This design comes from an exercise in tuning for small area, a short achievable clock period and few clock cycles on the open sky130 flow, not from production work. The RTL was checked by simulation tests, not by an equivalence proof against the original design. No activity file was given, so power comes from the tool's default toggle rates.

==> flow/config.mk <==
export PLATFORM = sky130hd
export DESIGN_NAME = frm_unpack
export DESIGN_NICKNAME = frm_unpack
export VERILOG_FILES = /design/flow/design.v
export SDC_FILE = /design/flow/constraint.sdc
export NUM_CORES = 4
export LEC_CHECK = 0
export CAP_MARGIN = 20
export CORE_MARGIN = 2
export CORE_UTILIZATION = 40
export PLACE_DENSITY = 0.6
export SLEW_MARGIN = 20
==> flow/constraint.sdc <==
create_clock -name core_clock -period 10.0 [get_ports {clk}]
set_input_delay 2.0000 -clock core_clock [delete_from_list [all_inputs] [get_ports {clk}]]
set_output_delay 2.0000 -clock core_clock [all_outputs]
set_load 0.01 [all_outputs]
==> flow/design.v <==
module crc16_step (
    input  wire [15:0] crc_in,
    input  wire [7:0]  data,
    output wire [15:0] crc_out
);
    wire [7:0] idx = crc_in[15:8] ^ data;
    reg  [15:0] crc_table;
    always @(*) begin
        case (idx)
        8'h00: crc_table = 16'h0000;
        8'h01: crc_table = 16'h8005;
        8'h02: crc_table = 16'h800F;
        8'h03: crc_table = 16'h000A;
        8'h04: crc_table = 16'h801B;
        8'h05: crc_table = 16'h001E;
        8'h06: crc_table = 16'h0014;
        8'h07: crc_table = 16'h8011;
        8'h08: crc_table = 16'h8033;
        8'h09: crc_table = 16'h0036;
        8'h0A: crc_table = 16'h003C;
        8'h0B: crc_table = 16'h8039;
        8'h0C: crc_table = 16'h0028;
        8'h0D: crc_table = 16'h802D;
        8'h0E: crc_table = 16'h8027;
        8'h0F: crc_table = 16'h0022;
        8'h10: crc_table = 16'h8063;
        8'h11: crc_table = 16'h0066;
        8'h12: crc_table = 16'h006C;
        8'h13: crc_table = 16'h8069;
        8'h14: crc_table = 16'h0078;
        8'h15: crc_table = 16'h807D;
        8'h16: crc_table = 16'h8077;
        8'h17: crc_table = 16'h0072;
        8'h18: crc_table = 16'h0050;
        8'h19: crc_table = 16'h8055;
        8'h1A: crc_table = 16'h805F;
        8'h1B: crc_table = 16'h005A;
        8'h1C: crc_table = 16'h804B;
        8'h1D: crc_table = 16'h004E;
        8'h1E: crc_table = 16'h0044;
        8'h1F: crc_table = 16'h8041;
        8'h20: crc_table = 16'h80C3;
        8'h21: crc_table = 16'h00C6;
        8'h22: crc_table = 16'h00CC;
        8'h23: crc_table = 16'h80C9;
        8'h24: crc_table = 16'h00D8;
        8'h25: crc_table = 16'h80DD;
        8'h26: crc_table = 16'h80D7;
        8'h27: crc_table = 16'h00D2;
        8'h28: crc_table = 16'h00F0;
        8'h29: crc_table = 16'h80F5;
        8'h2A: crc_table = 16'h80FF;
        8'h2B: crc_table = 16'h00FA;
        8'h2C: crc_table = 16'h80EB;
        8'h2D: crc_table = 16'h00EE;
        8'h2E: crc_table = 16'h00E4;
        8'h2F: crc_table = 16'h80E1;
        8'h30: crc_table = 16'h00A0;
        8'h31: crc_table = 16'h80A5;
        8'h32: crc_table = 16'h80AF;
        8'h33: crc_table = 16'h00AA;
        8'h34: crc_table = 16'h80BB;
        8'h35: crc_table = 16'h00BE;
        8'h36: crc_table = 16'h00B4;
        8'h37: crc_table = 16'h80B1;
        8'h38: crc_table = 16'h8093;
        8'h39: crc_table = 16'h0096;
        8'h3A: crc_table = 16'h009C;
        8'h3B: crc_table = 16'h8099;
        8'h3C: crc_table = 16'h0088;
        8'h3D: crc_table = 16'h808D;
        8'h3E: crc_table = 16'h8087;
        8'h3F: crc_table = 16'h0082;
        8'h40: crc_table = 16'h8183;
        8'h41: crc_table = 16'h0186;
        8'h42: crc_table = 16'h018C;
        8'h43: crc_table = 16'h8189;
        8'h44: crc_table = 16'h0198;
        8'h45: crc_table = 16'h819D;
        8'h46: crc_table = 16'h8197;
        8'h47: crc_table = 16'h0192;
        8'h48: crc_table = 16'h01B0;
        8'h49: crc_table = 16'h81B5;
        8'h4A: crc_table = 16'h81BF;
        8'h4B: crc_table = 16'h01BA;
        8'h4C: crc_table = 16'h81AB;
        8'h4D: crc_table = 16'h01AE;
        8'h4E: crc_table = 16'h01A4;
        8'h4F: crc_table = 16'h81A1;
        8'h50: crc_table = 16'h01E0;
        8'h51: crc_table = 16'h81E5;
        8'h52: crc_table = 16'h81EF;
        8'h53: crc_table = 16'h01EA;
        8'h54: crc_table = 16'h81FB;
        8'h55: crc_table = 16'h01FE;
        8'h56: crc_table = 16'h01F4;
        8'h57: crc_table = 16'h81F1;
        8'h58: crc_table = 16'h81D3;
        8'h59: crc_table = 16'h01D6;
        8'h5A: crc_table = 16'h01DC;
        8'h5B: crc_table = 16'h81D9;
        8'h5C: crc_table = 16'h01C8;
        8'h5D: crc_table = 16'h81CD;
        8'h5E: crc_table = 16'h81C7;
        8'h5F: crc_table = 16'h01C2;
        8'h60: crc_table = 16'h0140;
        8'h61: crc_table = 16'h8145;
        8'h62: crc_table = 16'h814F;
        8'h63: crc_table = 16'h014A;
        8'h64: crc_table = 16'h815B;
        8'h65: crc_table = 16'h015E;
        8'h66: crc_table = 16'h0154;
        8'h67: crc_table = 16'h8151;
        8'h68: crc_table = 16'h8173;
        8'h69: crc_table = 16'h0176;
        8'h6A: crc_table = 16'h017C;
        8'h6B: crc_table = 16'h8179;
        8'h6C: crc_table = 16'h0168;
        8'h6D: crc_table = 16'h816D;
        8'h6E: crc_table = 16'h8167;
        8'h6F: crc_table = 16'h0162;
        8'h70: crc_table = 16'h8123;
        8'h71: crc_table = 16'h0126;
        8'h72: crc_table = 16'h012C;
        8'h73: crc_table = 16'h8129;
        8'h74: crc_table = 16'h0138;
        8'h75: crc_table = 16'h813D;
        8'h76: crc_table = 16'h8137;
        8'h77: crc_table = 16'h0132;
        8'h78: crc_table = 16'h0110;
        8'h79: crc_table = 16'h8115;
        8'h7A: crc_table = 16'h811F;
        8'h7B: crc_table = 16'h011A;
        8'h7C: crc_table = 16'h810B;
        8'h7D: crc_table = 16'h010E;
        8'h7E: crc_table = 16'h0104;
        8'h7F: crc_table = 16'h8101;
        8'h80: crc_table = 16'h8303;
        8'h81: crc_table = 16'h0306;
        8'h82: crc_table = 16'h030C;
        8'h83: crc_table = 16'h8309;
        8'h84: crc_table = 16'h0318;
        8'h85: crc_table = 16'h831D;
        8'h86: crc_table = 16'h8317;
        8'h87: crc_table = 16'h0312;
        8'h88: crc_table = 16'h0330;
        8'h89: crc_table = 16'h8335;
        8'h8A: crc_table = 16'h833F;
        8'h8B: crc_table = 16'h033A;
        8'h8C: crc_table = 16'h832B;
        8'h8D: crc_table = 16'h032E;
        8'h8E: crc_table = 16'h0324;
        8'h8F: crc_table = 16'h8321;
        8'h90: crc_table = 16'h0360;
        8'h91: crc_table = 16'h8365;
        8'h92: crc_table = 16'h836F;
        8'h93: crc_table = 16'h036A;
        8'h94: crc_table = 16'h837B;
        8'h95: crc_table = 16'h037E;
        8'h96: crc_table = 16'h0374;
        8'h97: crc_table = 16'h8371;
        8'h98: crc_table = 16'h8353;
        8'h99: crc_table = 16'h0356;
        8'h9A: crc_table = 16'h035C;
        8'h9B: crc_table = 16'h8359;
        8'h9C: crc_table = 16'h0348;
        8'h9D: crc_table = 16'h834D;
        8'h9E: crc_table = 16'h8347;
        8'h9F: crc_table = 16'h0342;
        8'hA0: crc_table = 16'h03C0;
        8'hA1: crc_table = 16'h83C5;
        8'hA2: crc_table = 16'h83CF;
        8'hA3: crc_table = 16'h03CA;
        8'hA4: crc_table = 16'h83DB;
        8'hA5: crc_table = 16'h03DE;
        8'hA6: crc_table = 16'h03D4;
        8'hA7: crc_table = 16'h83D1;
        8'hA8: crc_table = 16'h83F3;
        8'hA9: crc_table = 16'h03F6;
        8'hAA: crc_table = 16'h03FC;
        8'hAB: crc_table = 16'h83F9;
        8'hAC: crc_table = 16'h03E8;
        8'hAD: crc_table = 16'h83ED;
        8'hAE: crc_table = 16'h83E7;
        8'hAF: crc_table = 16'h03E2;
        8'hB0: crc_table = 16'h83A3;
        8'hB1: crc_table = 16'h03A6;
        8'hB2: crc_table = 16'h03AC;
        8'hB3: crc_table = 16'h83A9;
        8'hB4: crc_table = 16'h03B8;
        8'hB5: crc_table = 16'h83BD;
        8'hB6: crc_table = 16'h83B7;
        8'hB7: crc_table = 16'h03B2;
        8'hB8: crc_table = 16'h0390;
        8'hB9: crc_table = 16'h8395;
        8'hBA: crc_table = 16'h839F;
        8'hBB: crc_table = 16'h039A;
        8'hBC: crc_table = 16'h838B;
        8'hBD: crc_table = 16'h038E;
        8'hBE: crc_table = 16'h0384;
        8'hBF: crc_table = 16'h8381;
        8'hC0: crc_table = 16'h0280;
        8'hC1: crc_table = 16'h8285;
        8'hC2: crc_table = 16'h828F;
        8'hC3: crc_table = 16'h028A;
        8'hC4: crc_table = 16'h829B;
        8'hC5: crc_table = 16'h029E;
        8'hC6: crc_table = 16'h0294;
        8'hC7: crc_table = 16'h8291;
        8'hC8: crc_table = 16'h82B3;
        8'hC9: crc_table = 16'h02B6;
        8'hCA: crc_table = 16'h02BC;
        8'hCB: crc_table = 16'h82B9;
        8'hCC: crc_table = 16'h02A8;
        8'hCD: crc_table = 16'h82AD;
        8'hCE: crc_table = 16'h82A7;
        8'hCF: crc_table = 16'h02A2;
        8'hD0: crc_table = 16'h82E3;
        8'hD1: crc_table = 16'h02E6;
        8'hD2: crc_table = 16'h02EC;
        8'hD3: crc_table = 16'h82E9;
        8'hD4: crc_table = 16'h02F8;
        8'hD5: crc_table = 16'h82FD;
        8'hD6: crc_table = 16'h82F7;
        8'hD7: crc_table = 16'h02F2;
        8'hD8: crc_table = 16'h02D0;
        8'hD9: crc_table = 16'h82D5;
        8'hDA: crc_table = 16'h82DF;
        8'hDB: crc_table = 16'h02DA;
        8'hDC: crc_table = 16'h82CB;
        8'hDD: crc_table = 16'h02CE;
        8'hDE: crc_table = 16'h02C4;
        8'hDF: crc_table = 16'h82C1;
        8'hE0: crc_table = 16'h8243;
        8'hE1: crc_table = 16'h0246;
        8'hE2: crc_table = 16'h024C;
        8'hE3: crc_table = 16'h8249;
        8'hE4: crc_table = 16'h0258;
        8'hE5: crc_table = 16'h825D;
        8'hE6: crc_table = 16'h8257;
        8'hE7: crc_table = 16'h0252;
        8'hE8: crc_table = 16'h0270;
        8'hE9: crc_table = 16'h8275;
        8'hEA: crc_table = 16'h827F;
        8'hEB: crc_table = 16'h027A;
        8'hEC: crc_table = 16'h826B;
        8'hED: crc_table = 16'h026E;
        8'hEE: crc_table = 16'h0264;
        8'hEF: crc_table = 16'h8261;
        8'hF0: crc_table = 16'h0220;
        8'hF1: crc_table = 16'h8225;
        8'hF2: crc_table = 16'h822F;
        8'hF3: crc_table = 16'h022A;
        8'hF4: crc_table = 16'h823B;
        8'hF5: crc_table = 16'h023E;
        8'hF6: crc_table = 16'h0234;
        8'hF7: crc_table = 16'h8231;
        8'hF8: crc_table = 16'h8213;
        8'hF9: crc_table = 16'h0216;
        8'hFA: crc_table = 16'h021C;
        8'hFB: crc_table = 16'h8219;
        8'hFC: crc_table = 16'h0208;
        8'hFD: crc_table = 16'h820D;
        8'hFE: crc_table = 16'h8207;
        8'hFF: crc_table = 16'h0202;
        default: crc_table = 16'h0000;
        endcase
    end
    assign crc_out = {crc_in[7:0], 8'h00} ^ crc_table;
endmodule
module frm_unpack (
    input  wire        clk,
    input  wire        rst,
    input  wire        start,
    input  wire [7:0]  exp_ft,
    input  wire [7:0]  exp_sub,
    input  wire [15:0] exp_cmd,      
    input  wire [7:0]  exp_dlen,
    input  wire [8:0]  nframes,
    output wire        idle,
    input  wire        fr_valid,
    output wire        fr_ready,
    input  wire [28:0] fr_id,
    input  wire [3:0]  fr_len,
    input  wire [63:0] fr_data,      
    output reg         pb_valid,
    output reg  [3:0]  pb_count,
    output reg  [63:0] pb_data,      
    output reg         done,
    output reg  [7:0]  status,
    output reg  [7:0]  subcode,
    output reg  [8:0]  diag_frame,
    output reg  [15:0] diag_exp,
    output reg  [15:0] diag_act
);
    localparam [7:0] RESPONDER_ID = 8'h01;
    localparam [7:0] ST_OK       = 8'h00;
    localparam [7:0] ST_FRAMING  = 8'h02;
    localparam [7:0] ST_CHECKSUM = 8'h03;
    localparam [7:0] ST_HEADER   = 8'h04;
    localparam [7:0] FE_FCNT      = 8'h01;
    localparam [7:0] FE_FTYPE     = 8'h02;
    localparam [7:0] FE_SRC       = 8'h03;
    localparam [7:0] FE_DST       = 8'h04;
    localparam [7:0] FE_NO_FRAMES = 8'h05;
    localparam [7:0] FE_BAD_LEN   = 8'h06;
    localparam [7:0] FE_TOO_SHORT = 8'h07;
    localparam [7:0] HE_FRAME_TYPE = 8'h01;
    localparam [7:0] HE_COMMAND_ID = 8'h02;
    localparam [7:0] HE_LENGTH     = 8'h03;
    localparam [1:0] S_IDLE  = 2'd0;
    localparam [1:0] S_FRAME = 2'd1;
    localparam [1:0] S_BYTES = 2'd2;
    localparam [1:0] S_FINAL = 2'd3;
    reg [1:0]  state;
    reg [7:0]  op_ft;
    reg [7:0]  op_sub;
    reg [15:0] op_cmd;
    reg [7:0]  op_dlen;
    reg [8:0]  op_n;
    reg [8:0]  frame_idx;    
    reg [63:0] shreg;        
    reg [3:0]  bytes_left;   
    reg [15:0] hold;
    reg [1:0]  hold_cnt;
    reg [11:0] plen;         
    reg [15:0] crc;          
    reg [7:0]  hdr_ft;
    reg [15:0] hdr_cmd;
    reg [7:0]  hdr_dlen;
    assign idle     = (state == S_IDLE);
    assign fr_ready = (state == S_FRAME);
    wire [7:0] id_src   = fr_id[28:21];
    wire [7:0] id_dst   = fr_id[20:13];
    wire       id_ftype = fr_id[12];
    wire [7:0] id_fcnt  = fr_id[11:4];
    wire [8:0] exp_fcnt  = op_n - frame_idx - 9'd1;
    wire       exp_ftype = (op_n > 9'd1);
    wire [7:0]  cur_byte  = shreg[63:56];
    wire [7:0]  push_byte = hold[15:8];
    wire [15:0] crc_next;
    crc16_step u_crc (
        .crc_in  (crc),
        .data    (push_byte),
        .crc_out (crc_next)
    );
    wire [12:0] acc_len = {1'b0, plen} + {11'd0, hold_cnt};
    reg        chk_err;
    reg [7:0]  chk_sub;
    reg [15:0] chk_exp;
    reg [15:0] chk_act;
    always @(*) begin
        chk_err = 1'b1;
        chk_sub = 8'h00;
        chk_exp = 16'd0;
        chk_act = 16'd0;
        if ({1'b0, id_fcnt} != exp_fcnt) begin
            chk_sub = FE_FCNT;
            chk_exp = {7'd0, exp_fcnt};
            chk_act = {8'd0, id_fcnt};
        end else if (id_ftype != exp_ftype) begin
            chk_sub = FE_FTYPE;
            chk_exp = {15'd0, exp_ftype};
            chk_act = {15'd0, id_ftype};
        end else if (id_src != RESPONDER_ID) begin
            chk_sub = FE_SRC;
            chk_exp = {8'd0, RESPONDER_ID};
            chk_act = {8'd0, id_src};
        end else if (id_dst != op_sub) begin
            chk_sub = FE_DST;
            chk_exp = {8'd0, op_sub};
            chk_act = {8'd0, id_dst};
        end else if (fr_len == 4'd0 || fr_len > 4'd8) begin
            chk_sub = FE_BAD_LEN;
            chk_exp = 16'd8;
            chk_act = {12'd0, fr_len};
        end else begin
            chk_err = 1'b0;
        end
    end
    reg [7:0]  fin_st;
    reg [7:0]  fin_sub;
    reg [8:0]  fin_frame;
    reg [15:0] fin_exp;
    reg [15:0] fin_act;
    always @(*) begin
        fin_frame = 9'd0;
        fin_exp   = 16'd0;
        fin_act   = 16'd0;
        if (op_n == 9'd0) begin
            fin_st  = ST_FRAMING;
            fin_sub = FE_NO_FRAMES;
            fin_exp = 16'd1;
        end else if (acc_len < 13'd2) begin
            fin_st    = ST_FRAMING;
            fin_sub   = FE_TOO_SHORT;
            fin_frame = op_n - 9'd1;
            fin_exp   = 16'd2;
            fin_act   = {3'd0, acc_len};
        end else if (crc != hold) begin
            fin_st  = ST_CHECKSUM;
            fin_sub = 8'h00;
            fin_exp = crc;
            fin_act = hold;
        end else if (plen < 12'd1 || hdr_ft != op_ft) begin
            fin_st  = ST_HEADER;
            fin_sub = HE_FRAME_TYPE;
            fin_exp = {8'd0, op_ft};
            fin_act = (plen < 12'd1) ? 16'd0 : {8'd0, hdr_ft};
        end else if (plen < 12'd3 || hdr_cmd != op_cmd) begin
            fin_st  = ST_HEADER;
            fin_sub = HE_COMMAND_ID;
            fin_exp = op_cmd;
            fin_act = (plen < 12'd3) ? 16'd0 : hdr_cmd;
        end else if (plen < 12'd4 || hdr_dlen != op_dlen) begin
            fin_st  = ST_HEADER;
            fin_sub = HE_LENGTH;
            fin_exp = {8'd0, op_dlen};
            fin_act = (plen < 12'd4) ? 16'd0 : {8'd0, hdr_dlen};
        end else begin
            fin_st  = ST_OK;
            fin_sub = 8'h00;
        end
    end
    always @(posedge clk) begin
        if (rst) begin
            state    <= S_IDLE;
            done     <= 1'b0;
            pb_valid <= 1'b0;
        end else begin
            done     <= 1'b0;
            pb_valid <= 1'b0;
            case (state)
            S_IDLE: begin
                if (start) begin
                    op_ft     <= exp_ft;
                    op_sub    <= exp_sub;
                    op_cmd    <= exp_cmd;
                    op_dlen   <= exp_dlen;
                    op_n      <= nframes;
                    frame_idx <= 9'd0;
                    hold_cnt  <= 2'd0;
                    plen      <= 12'd0;
                    crc       <= 16'h0000;
                    state     <= (nframes == 9'd0) ? S_FINAL : S_FRAME;
                end
            end
            S_FRAME: begin
                if (fr_valid) begin
                    if (chk_err) begin
                        done       <= 1'b1;
                        status     <= ST_FRAMING;
                        subcode    <= chk_sub;
                        diag_frame <= frame_idx;
                        diag_exp   <= chk_exp;
                        diag_act   <= chk_act;
                        state      <= S_IDLE;
                    end else begin
                        shreg      <= fr_data;
                        bytes_left <= fr_len;
                        state      <= S_BYTES;
                    end
                end
            end
            S_BYTES: begin
                hold <= {hold[7:0], cur_byte};
                if (hold_cnt != 2'd2) begin
                    hold_cnt <= hold_cnt + 2'd1;
                end else begin
                    crc  <= crc_next;
                    plen <= plen + 12'd1;
                    case (plen)
                    12'd0: hdr_ft        <= push_byte;
                    12'd1: hdr_cmd[15:8] <= push_byte;
                    12'd2: hdr_cmd[7:0]  <= push_byte;
                    12'd3: hdr_dlen      <= push_byte;
                    default: begin
                        pb_valid <= 1'b1;
                        pb_count <= 4'd1;
                        pb_data  <= {push_byte, 56'd0};
                    end
                    endcase
                end
                shreg      <= {shreg[55:0], 8'h00};
                bytes_left <= bytes_left - 4'd1;
                if (bytes_left == 4'd1) begin
                    frame_idx <= frame_idx + 9'd1;
                    state     <= (frame_idx + 9'd1 == op_n) ? S_FINAL : S_FRAME;
                end
            end
            S_FINAL: begin
                done       <= 1'b1;
                status     <= fin_st;
                subcode    <= fin_sub;
                diag_frame <= fin_frame;
                diag_exp   <= fin_exp;
                diag_act   <= fin_act;
                state      <= S_IDLE;
            end
            endcase
        end
    end
endmodule
==> flow/run.sh <==
#!/bin/bash
# synth_recipe.tcl (not shown) runs the flow's synth.tcl, then flattens the netlist and writes it again
# the make line also repeats each setting of config.mk as NAME=value (left out here)
make -C /OpenROAD-flow-scripts/flow DESIGN_CONFIG=/design/flow/config.mk WORK_HOME=/design/flow/orfs CLKGATE_MAP_FILE= SYNTH_SCRIPT=/design/flow/synth_recipe.tcl finish
==> impl_results.md <==
* Run status: timing/DRC/antenna clean
* First-pass GRT wire length at 54500 microns
* Post_cts resized at 0
* Initial core utilization at 0.408
* Max cap viols at 0
* Clock share of power at 0.413
* Period minus WS final at 5.34 ns
* Vias at 9835
* Final Hold Viols at 0
* Pwr/cell area at 149 nW/um^2
* Maximum VDD drop at 0.000109 V
* Clock-pin transition on the worst setup and hold timing paths at 0.06 ns
* Setup crit start: fr_id[10]
* CP Data Arrival Time at 5.51 ns
* Reg2reg start: frame_idx[0]$_SDFFCE_PN0P_
* Largest buffer count on any clock path at 3
* Clock sinks at 263
* Wirelength per Cell at 19.4 microns
* Comb pwr share at 0.087
* Core area at 33600 sq um
* Psw at 0.560 mW
* RePlAce Congestion at 0.910
* DR vias/cell at 5.26
* Post-synthesis sequential area ratio at 0.573
* Measured slew at the worst slew-check pin at 1.03 ns
* TritonRoute pass-1 iters at 5
* LEAKAGE at 6.11 nW
* CP Data Required Time at 10.17 ns
* CTS tree: done
* ANT nets after route at 0
* Total power at 2.51 mW
* #FFs+latches synth at 263
* DRC at 0
* Deepest level of the CTS H-tree at 1
* Worst-Skew Late Latency at 0.55 ns
* Fin nets at 1577
* Sw Ratio at 0.223
* Post-Layout Inst Area at 16800 sq um
* CP Capture Type: flop
* Grt ovf at 0
* Fmax at 187 MHz
* Synth cell types at 78
* Initial DRC count at 706
* Hold Path Class: flop to flop
* Final Util at 0.501
* RSZ-0062 raised after global routing: no
* EDFF count, synth at 259
* Hold_buf cts at 0
* Antenna violations before repair at 0
* DIE HEIGHT at 189 microns
* Total Wirelength at 36300 microns
* Pin count of the biggest net entering global routing at 90
* Final worst slack at 4.66 ns
* P_int at 1.95 mW
* CP max FO at 68
* Top cells by area, synth: edfxtp_1, nand2_1, xor2_1, buf_4, xnor2_1
* Post-synth top area share at 0.567
* Async S/R FF share, synth at 0
* Area leader, netlist: edfxtp_1
* HPWL Detailed at 26400 microns
* Port bufs at 204
* Hold path start: shreg[57]$_DFFE_PP_
* Pre-CTS WS at 4.15 ns
* Syn Inst Count at 1211
* Area Overhead vs Synth at 22.8%
* Mapped Area at 13700 sq um
* Kind of critical path: primary input to flop
* # Post-CTS Setup Buffers at 0
* Dominant synthesized flop cell: edfxtp_1
* CP Launch Type: primary input
* Fin. max-slew vios at 0
* Share of cells above drive strength 1 at 0.0534
* Rel. slew slack at 0.310
* ANT cells at 0
* Fin Clk Skew at 0.0101 ns
* Die area at 35800 sq um
* Boundary Pins at 279
* Row count at 67
* YS warnings at 2
* DP Area at 15900 sq um
* Die X at 189 microns
* CTS root buffer: clkbuf_16
* All-Layer GR Usage at 0.197
* Setup violations, final at 0
* # fillers at 3023
* Mean Syn Cell Area at 11.3 sq um
* Period utilisation layout at 0.534
* Number of global-route vias before repair at 9336
* Reg power frac at 0.499
* Setup tns final at 0 ns
* Total CTS buffers at 28
[metal layers]
metal	up-vias	wire length, microns	track usage
met4	0	1230	0.0691
li1	4641	-	-
met3	59	2770	0.0365
met1	4709	16200	0.279
met5	-	0	0
met2	426	16100	0.302
[synthesized netlist by cell type, types with 16 or more instances]
| cell | instances |
|---|---|
| clkbuf_1 | 34 |
| inv_1 | 28 |
| nor3_1 | 18 |
| nand4_1 | 16 |
| and2_1 | 18 |
| and3_1 | 17 |
| a21o_1 | 17 |
| a21oi_1 | 27 |
| xor2_1 | 64 |
| nor4_1 | 19 |
| ha_1 | 24 |
| o21ai_0 | 22 |
| xnor2_1 | 46 |
| nand3_1 | 42 |
| nor2_1 | 78 |
| nand2_1 | 209 |
| edfxtp_1 | 259 |
| buf_4 | 72 |
[critical path: stages]
cell             delay [ns]
clkdlybuf4s50_1        0.48
xnor2_1                0.36
or3_1                  0.16
o221ai_1               0.13
nor4_2                 0.32
and4b_1                0.62
nand3_1                0.40
a21oi_4                0.25
buf_4                  0.68
[kinds of logic (layout without fill, tap and decap cells)]
kind of cell / Yosys count / count (layout) / synth area share
AND/OR/NAND/NOR: 470 / 470 / 0.163
flip-flops: 263 / 263 / 0.573
AO/OA/AOI/OAI: 179 / 179 / 0.0973
buffers and inverters: 152 / 296 / 0.0631
XOR/XNOR: 112 / 112 / 0.0726
adder cells (fa/ha/maj): 26 / 26 / 0.0248
multiplexers: 7 / 7 / 0.00529
other: 2 / 70 / 0.000548
[stage by stage]
step | instances | hold WS [ns]
floorplan | 1279 | 0.400
global placement | 1819 | 0.407
detailed placement | 1819 | 0.406
CTS | 1871 | 0.421
global route | 1871 | 0.438
finish | 1871 | 0.420
[layout make-up]
cell class / instances / area (sq um) / share of cell area
repair buffers: 215 / 2120 / 0.126
clock buffers: 36 / 752 / 0.0447
multi-input cells: 864 / 5280 / 0.313
well taps: 448 / 561 / 0.0333
inverters: 29 / 109 / 0.00646
flip-flops and latches: 263 / 7860 / 0.467
clock inverters: 16 / 160 / 0.00951
[final timing paths]
path / to / slack (ns) / depth (start not counted)
min reg2reg: hold[1]$_DFFE_PP_ / 0.42 / 0
max reg2reg: shreg[44]$_DFFE_PP_ / 5.34 / 11
min: hold[1]$_DFFE_PP_ / 0.42 / 0
max: shreg[44]$_DFFE_PP_ / 4.66 / 9
[power by group through the flow]
stage	Clock, mW	Sequential [mW]	Combinational, mW
detailed placement	0	1.27	0.217
global route	1.09	1.25	0.238
floorplan	0	1.27	0.132
CTS	1.06	1.25	0.218
global placement	0	1.27	0.215
finish	1.04	1.25	0.219
[layout by cell type, fill, tap and decap left out, types with 26 or more instances in the layout]
master / count
nand2_1: 208
inv_1: 28
edfxtp_1: 259
a21oi_1: 26
xnor2_1: 46
clkbuf_16: 29
clkdlybuf4s50_1: 204
nand3_1: 42
xor2_1: 64
nor2_1: 78
conb_1: 70
[flip-flops by register name, summed over array words and instances, names as in the netlist, 2 cells and up]
name        count
op_dlen         8
op_sub          8
hold           16
crc            16
diag_act       16
hdr_ft          8
hold_cnt        2
diag_frame      9
pb_data         8
op_n            9
frame_idx       9
plen           12
hdr_dlen        8
op_ft           8
diag_exp       16
hdr_cmd        16
subcode         3
bytes_left      4
op_cmd         16
status          3
state           2
shreg          64
Testbench counts, summed over its fixed seeds: cycles 85,699.

[static timing again, ports no longer ideal]
How much do the figures lean on ideal ports? The routed layout below was timed once more, with nothing changed but the port constraints.
Step 1 assumes that a clkbuf_16 drives the clock port and a buf_2 every other input.
Step 2 adds t to the input delays and takes it off the output delays; t is the mean of the earliest and latest rising clock arrival at the registers after step 1. Input paths then give back, and output paths get back, about the clock's delay inside the block.
Slacks: ideal ports / drivers / drivers and shift; pairs: ideal ports / drivers.
shift t [ns]: 0.596
setup slack, ns: 4.658 / 4.674 / 4.078
worst setup path at the end: input to register
latest minus earliest clock arrival (ns): 0.010 / 0.010
worst data-port slew with drivers (ns): 0.06
After both steps setup and hold are still met in this run. The setup slack of this run moves by +0.016 ns with the drivers and by -0.580 ns with both steps.
